What follows belongs to an exercise in optimizing a design on an open flow for small area, a short achievable clock period and few clock cycles; a production flow would make more cautious choices. Power and IR drop assume default switching activity.

Setup of lane 1:
==> flow/design.v <==
module hl_rx_core (
    input  wire        clk,
    input  wire        rst,           
    input  wire        cmd_valid,
    input  wire [31:0] cmd_word,
    output wire        cmd_ready,
    output reg         rsp_valid,
    output reg  [7:0]  rsp_status,
    output reg  [31:0] rsp_value,
    output reg  [7:0]  rsp_flags,
    output reg         frm_valid,
    output reg  [7:0]  frm_data
);
    localparam [7:0] OP_CRC_INIT    = 8'h01;
    localparam [7:0] OP_CRC_FEED    = 8'h02;
    localparam [7:0] OP_CRC_READ    = 8'h03;
    localparam [7:0] OP_RX_START    = 8'h20;
    localparam [7:0] OP_RX_APPEND   = 8'h21;
    localparam [7:0] OP_RX_SCAN     = 8'h22;
    localparam [7:0] OP_STATUS_READ = 8'h30;
    localparam [7:0] ST_OK          = 8'd0;
    localparam [7:0] ST_RX_OVERFLOW = 8'd6;
    localparam [7:0] ST_ILLEGAL_OP  = 8'd7;
    localparam [7:0] ST_RX_DONE     = 8'd9;
    function [15:0] crc_byte;
        input [15:0] r;
        input [7:0]  b;
        integer k;
        reg [15:0] c;
        reg [7:0]  d;
        begin
            c = r;
            d = b;
            for (k = 0; k < 8; k = k + 1) begin
                if ((c[0] ^ d[0]) == 1'b1)
                    c = (c >> 1) ^ 16'hA001;
                else
                    c = c >> 1;
                d = d >> 1;
            end
            crc_byte = c;
        end
    endfunction
    function [15:0] crc_drop;
        input [7:0] b;
        begin
            crc_drop = {8'h00, b} << 4 ^ {8'h00, b} << 6 ^ {8'h00, b} << 7;
        end
    endfunction
    reg [15:0] crc_reg;
    reg [8:0]  len;                  
    reg        loop_mode;
    reg        found;
    reg        done;
    reg        rxf_present;
    reg [9:1]  err_sticky;
    reg [7:0]  bank0 [0:127];
    reg [7:0]  bank1 [0:127];
    reg        act;                  
    reg [6:0]  und;                  
    reg [15:0] rcrc;                 
    reg [1:0]  nfr;                  
    reg [7:0]  pdisc;                
    reg [7:0]  stg;                  
    reg        app_p;                
    reg        feed_p;               
    reg        rdy;
    reg        eb;                   
    reg [7:0]  ecnt;                 
    assign cmd_ready = rdy;
    wire       accept = cmd_valid && rdy;
    wire [7:0] op     = cmd_word[7:0];
    wire [7:0] arg    = cmd_word[31:24];
    wire z16   = (cmd_word[23:8] == 16'h0000);
    wire is_01 = (op == OP_CRC_INIT);
    wire is_02 = (op == OP_CRC_FEED);
    wire is_03 = (op == OP_CRC_READ);
    wire is_20 = (op == OP_RX_START);
    wire is_21 = (op == OP_RX_APPEND);
    wire is_22 = (op == OP_RX_SCAN);
    wire is_30 = (op == OP_STATUS_READ);
    wire legal = z16 && (((is_01 || is_03 || is_22 || is_30) && arg == 8'h00) ||
                         is_02 || is_21 || (is_20 && arg[7:1] == 7'h00));
    wire l_crc  = !op[5];                        
    wire l_rx   = op[5] && !op[4];               
    wire l_stat = op[4];                         
    wire l_init = l_crc && !op[1];
    wire l_feed = l_crc && op[1] && !op[0];
    wire l_read = l_crc && op[1] && op[0];
    wire l_start = l_rx && !op[1] && !op[0];
    wire l_app   = l_rx && op[0];
    wire l_scan  = l_rx && op[1];
    wire acc_ok  = accept && legal;
    wire full_buf = (len == 9'd256);
    wire do_app  = acc_ok && l_app && !done && !full_buf;
    wire [7:0]  a_new  = act ? bank1[0]   : bank0[0];     
    wire [7:0]  a_old  = act ? bank1[126] : bank0[126];   
    wire [15:0] rstep  = crc_byte(rcrc, a_new);
    wire        full   = (und == 7'd127);
    wire        win_ok = full && ({stg, a_new} == ~rcrc);
    wire        dec_f  = app_p && win_ok;                 
    wire        dec_d  = app_p && full && !win_ok;        
    wire [6:0]  und_n   = !app_p ? und : dec_f ? 7'd0 : dec_d ? 7'd127 : und + 7'd1;
    wire [1:0]  nfr_n   = nfr + {1'b0, dec_f};
    wire        act_n   = act ^ dec_f;
    wire [7:0]  pdisc_n = pdisc + {7'h00, dec_d};
    wire        nz      = (nfr_n != 2'd0);
    wire [15:0] crc_n   = feed_p ? crc_byte(crc_reg, stg) : crc_reg;
    wire        ebn   = (nfr_n == 2'd2) ? act_n : !act_n;
    wire        lag   = dec_f && (nfr == 2'd0);
    wire [7:0]  fb    = ebn ? (lag ? bank1[126] : bank1[127])
                            : (lag ? bank0[126] : bank0[127]);
    wire sh0 = (app_p && !act) || (frm_valid && !eb);
    wire sh1 = (app_p &&  act) || (frm_valid &&  eb);
    integer i;
    always @(posedge clk) begin
        if (sh0) begin
            for (i = 127; i > 0; i = i - 1) bank0[i] <= bank0[i-1];
            bank0[0] <= stg;
        end
        if (sh1) begin
            for (i = 127; i > 0; i = i - 1) bank1[i] <= bank1[i-1];
            bank1[0] <= stg;
        end
    end
    always @(posedge clk) begin
        stg <= arg;
        if (frm_valid && ecnt != 8'd128)
            frm_data <= eb ? bank1[126] : bank0[126];
        else if (frm_valid)
            frm_data <= eb ? bank0[127] : bank1[127];
        else
            frm_data <= fb;
    end
    wire [31:0] status_word = {err_sticky, 1'b0, 2'b00, rxf_present, 1'b0,
                               loop_mode, done, found, len};
    always @(posedge clk) begin
        if (app_p) begin
            if (und == 7'd0)
                rcrc <= 16'h0000;
            else if (dec_d)
                rcrc <= rstep ^ crc_drop(a_old);
            else
                rcrc <= rstep;
        end
    end
    always @(posedge clk) begin
        if (rst) begin
            crc_reg     <= 16'h0000;
            len         <= 9'd0;
            loop_mode   <= 1'b0;
            found       <= 1'b0;
            done        <= 1'b0;
            rxf_present <= 1'b0;
            err_sticky  <= 9'h000;
            act         <= 1'b0;
            und         <= 7'd0;
            nfr         <= 2'd0;
            pdisc       <= 8'h00;
            app_p       <= 1'b0;
            feed_p      <= 1'b0;
            rdy         <= 1'b1;
            eb          <= 1'b0;
            ecnt        <= 8'h00;
            rsp_valid   <= 1'b0;
            frm_valid   <= 1'b0;
        end else begin
            rsp_valid <= 1'b0;
            app_p     <= do_app;
            feed_p    <= acc_ok && l_feed;
            crc_reg   <= crc_n;
            und       <= und_n;
            nfr       <= nfr_n;
            act       <= act_n;
            pdisc     <= pdisc_n;
            if (frm_valid) begin
                ecnt <= ecnt - 8'd1;
                if (ecnt == 8'd128)
                    eb <= !eb;
                if (ecnt == 8'd1) begin
                    rsp_valid <= 1'b1;
                    rdy       <= 1'b1;
                end
                if (ecnt == 8'd0)
                    frm_valid <= 1'b0;
            end
            if (accept) begin
                rsp_valid <= 1'b1;
                if (!legal) begin
                    err_sticky[7] <= 1'b1;
                end else if (l_init) begin
                    crc_reg <= 16'h0000;
                end else if (l_start) begin
                    len         <= 9'd0;
                    und         <= 7'd0;
                    nfr         <= 2'd0;
                    pdisc       <= 8'h00;
                    loop_mode   <= arg[0];
                    found       <= 1'b0;
                    done        <= 1'b0;
                    rxf_present <= 1'b0;
                end else if (l_app) begin
                    if (done)
                        err_sticky[9] <= 1'b1;
                    else if (full_buf)
                        err_sticky[6] <= 1'b1;
                    else
                        len <= len + 9'd1;
                end else if (l_scan) begin
                    if (done) begin
                        err_sticky[9] <= 1'b1;
                    end else begin
                        found <= nz;
                        if (!loop_mode && nz)
                            done <= 1'b1;
                        if (nz)
                            rxf_present <= 1'b1;
                        len   <= {2'b00, und_n};
                        pdisc <= 8'h00;
                        nfr   <= 2'd0;
                        if (nz) begin
                            rsp_valid <= 1'b0;
                            rdy       <= 1'b0;
                            frm_valid <= 1'b1;
                            eb        <= ebn;
                            ecnt      <= (nfr_n == 2'd2) ? 8'd255 : 8'd127;
                        end
                    end
                end
            end
        end
    end
    always @(posedge clk) begin
        if (accept) begin
            rsp_status <= ST_OK;
            rsp_value  <= 32'h0;
            rsp_flags  <= 8'h00;
            if (!legal) begin
                rsp_status <= ST_ILLEGAL_OP;
                rsp_value  <= cmd_word;
            end else if (l_read) begin
                rsp_value  <= {16'h0000, ~crc_n};
            end else if (l_stat) begin
                rsp_value  <= status_word;
            end else if (l_app) begin
                if (done) begin
                    rsp_status <= ST_RX_DONE;
                end else if (full_buf) begin
                    rsp_status <= ST_RX_OVERFLOW;
                    rsp_value  <= 32'd257;
                end else begin
                    rsp_value  <= {23'h0, len + 9'd1};
                end
            end else if (l_scan) begin
                if (done) begin
                    rsp_status <= ST_RX_DONE;
                end else begin
                    rsp_value  <= {24'h0, pdisc_n};
                    rsp_flags  <= {6'h00, (!loop_mode && nz) | done, nz};
                end
            end
        end
    end
endmodule
make LEC_CHECK=0 CAP_MARGIN=50 CORE_MARGIN=2 CORE_UTILIZATION=60 CTS_CLUSTER_DIAMETER=100 CTS_CLUSTER_SIZE=30 PLACE_DENSITY=0.7 SETUP_SLACK_MARGIN=5 SLEW_MARGIN=70 finish   # period 10.0 ns
run.sh (not shown) runs the stock make flow with config.mk's settings and CLKGATE_MAP_FILE= SYNTH_SCRIPT=/design/flow/synth_recipe.tcl, a recipe that flattens the netlist after the stock synthesis.
> inputs changed (lane 1 -> lane 2)
# lane 1
export LEC_CHECK = 0
export CAP_MARGIN = 50
export CORE_MARGIN = 2
export CORE_UTILIZATION = 60
export CTS_CLUSTER_DIAMETER = 100
export CTS_CLUSTER_SIZE = 30
export PLACE_DENSITY = 0.7
export SETUP_SLACK_MARGIN = 5
export SLEW_MARGIN = 70
create_clock -name core_clock -period 10.0 [get_ports {clk}]
# lane 2
export LEC_CHECK = 0
export CAP_MARGIN = 50
export CORE_MARGIN = 2
export CORE_UTILIZATION = 60
export CTS_CLUSTER_DIAMETER = 100
export CTS_CLUSTER_SIZE = 30
export PLACE_DENSITY = 0.7
export SLEW_MARGIN = 70
create_clock -name core_clock -period 10.0 [get_ports {clk}]
==> flow/flow/run.sh (new file) <==
#!/bin/bash
set -euo pipefail
bash standard.sh SETUP_SLACK_MARGIN=6.0 finish > standard.log 2>&1
==> flow/standard.sh (new file) <==
#!/bin/bash
# synth_recipe.tcl (not shown) runs the flow's synth.tcl, then flattens the netlist and writes it again
# the make line also repeats each setting of config.mk as NAME=value (left out here)
make -C /OpenROAD-flow-scripts/flow DESIGN_CONFIG=/design/flow/config.mk WORK_HOME=/design/flow/orfs CLKGATE_MAP_FILE= SYNTH_SCRIPT=/design/flow/synth_recipe.tcl "${@:-finish}"
removed: flow/run.sh
--- outcome ---
Relative to lane 1, final cell utilization of the core increased by 0.24 points in lane 2. Between lane 2 and lane 1, the via count normalized by instance count figures differ only marginally. Between lane 2 and lane 1, it is lane 2 whose wire length of the first global-routing pass is higher, by 0.64%. Comparing sum of buffers and inverters on the critical path for lane 1 and lane 2, the bigger number came from lane 1. When the final numbers for lane 1 and lane 2 were put side by side, the final instance count without filler cells turned out to be smaller in lane 1. On flip-flop and latch area, lane 1 and lane 2 are neck and neck. Lane 2 ended with more non-clock buffer instance count of the final layout than lane 1. Lane 2 vs lane 1 — minimum clock period dropped 0.77 ns.
### lane 2 -> lane 3
==> flow/flow/run.sh <==
#!/bin/bash
set -euo pipefail
bash standard.sh SETUP_SLACK_MARGIN=6.5 finish > standard.log 2>&1
### Flow results
- There was hardly any difference in area taken by flip-flops and latches between lane 3 and lane 2.
- Number of buffers other than clock buffers in the final layout, lane 3 vs lane 2: up by more than 10%
- Maximum ir drop on the vdd rail: lane 2 vs lane 3, no meaningful difference
- Lane 2 → lane 3: area after synthesis about even; smallest setup slack after layout rose by 0.16 ns; total power was more or less identical.
- Lane 3 vs lane 2, data required time at the worst endpoint went down by 0.03 ns.
- The cell with the largest stage delay on the worst path comes out clkdlybuf4s50_1 in one run and or3_4 in the other, namely in lane 2 and lane 3 respectively.
- The share of total power consumed by net switching was comparable across lane 2 and lane 3.
- Lane 3 against lane 2: clock period minus final worst setup slack lost 0.16 ns; cell area after layout rose 0.96%.
No functional check of the RTL was part of any run of this note.

[separate check: timing with driven ports]
No port has a modelled driver above. Below, the same layouts with a new extraction and two added sets of constraints.
Step 1: set_driving_cell puts a clkbuf_16 on clk and a buf_2 on each other input, an assumption about the parent block.
Step 2, shift: input delay + t, output delay - t, t = (earliest + latest rising clock arrival at the registers) / 2. This alone moves slack from input paths to output paths.
Three values: ideal ports, drivers, drivers and shift; two values: the first two.
| run | shift t [ns] | slack for setup (ns) | worst setup path at the end | latest minus earliest clock arrival (ns) | worst register clock-pin slew, ns |
|---|---|---|---|---|---|
| lane 1 | 0.749 | 5.330 / 5.330 / 4.674 | input to register | 0.040 / 0.040 | 0.11 / 0.11 |
| lane 2 | 0.749 | 6.095 / 6.069 / 5.397 | input to register | 0.042 / 0.042 | 0.11 / 0.11 |
| lane 3 | 0.752 | 6.252 / 6.304 / 5.552 | input to register | 0.041 / 0.041 | 0.11 / 0.11 |
After both steps setup and hold are still met in every run listed. The setup slack of lane 3, which loses most, moves by +0.052 ns with the drivers and by -0.700 ns with both steps.
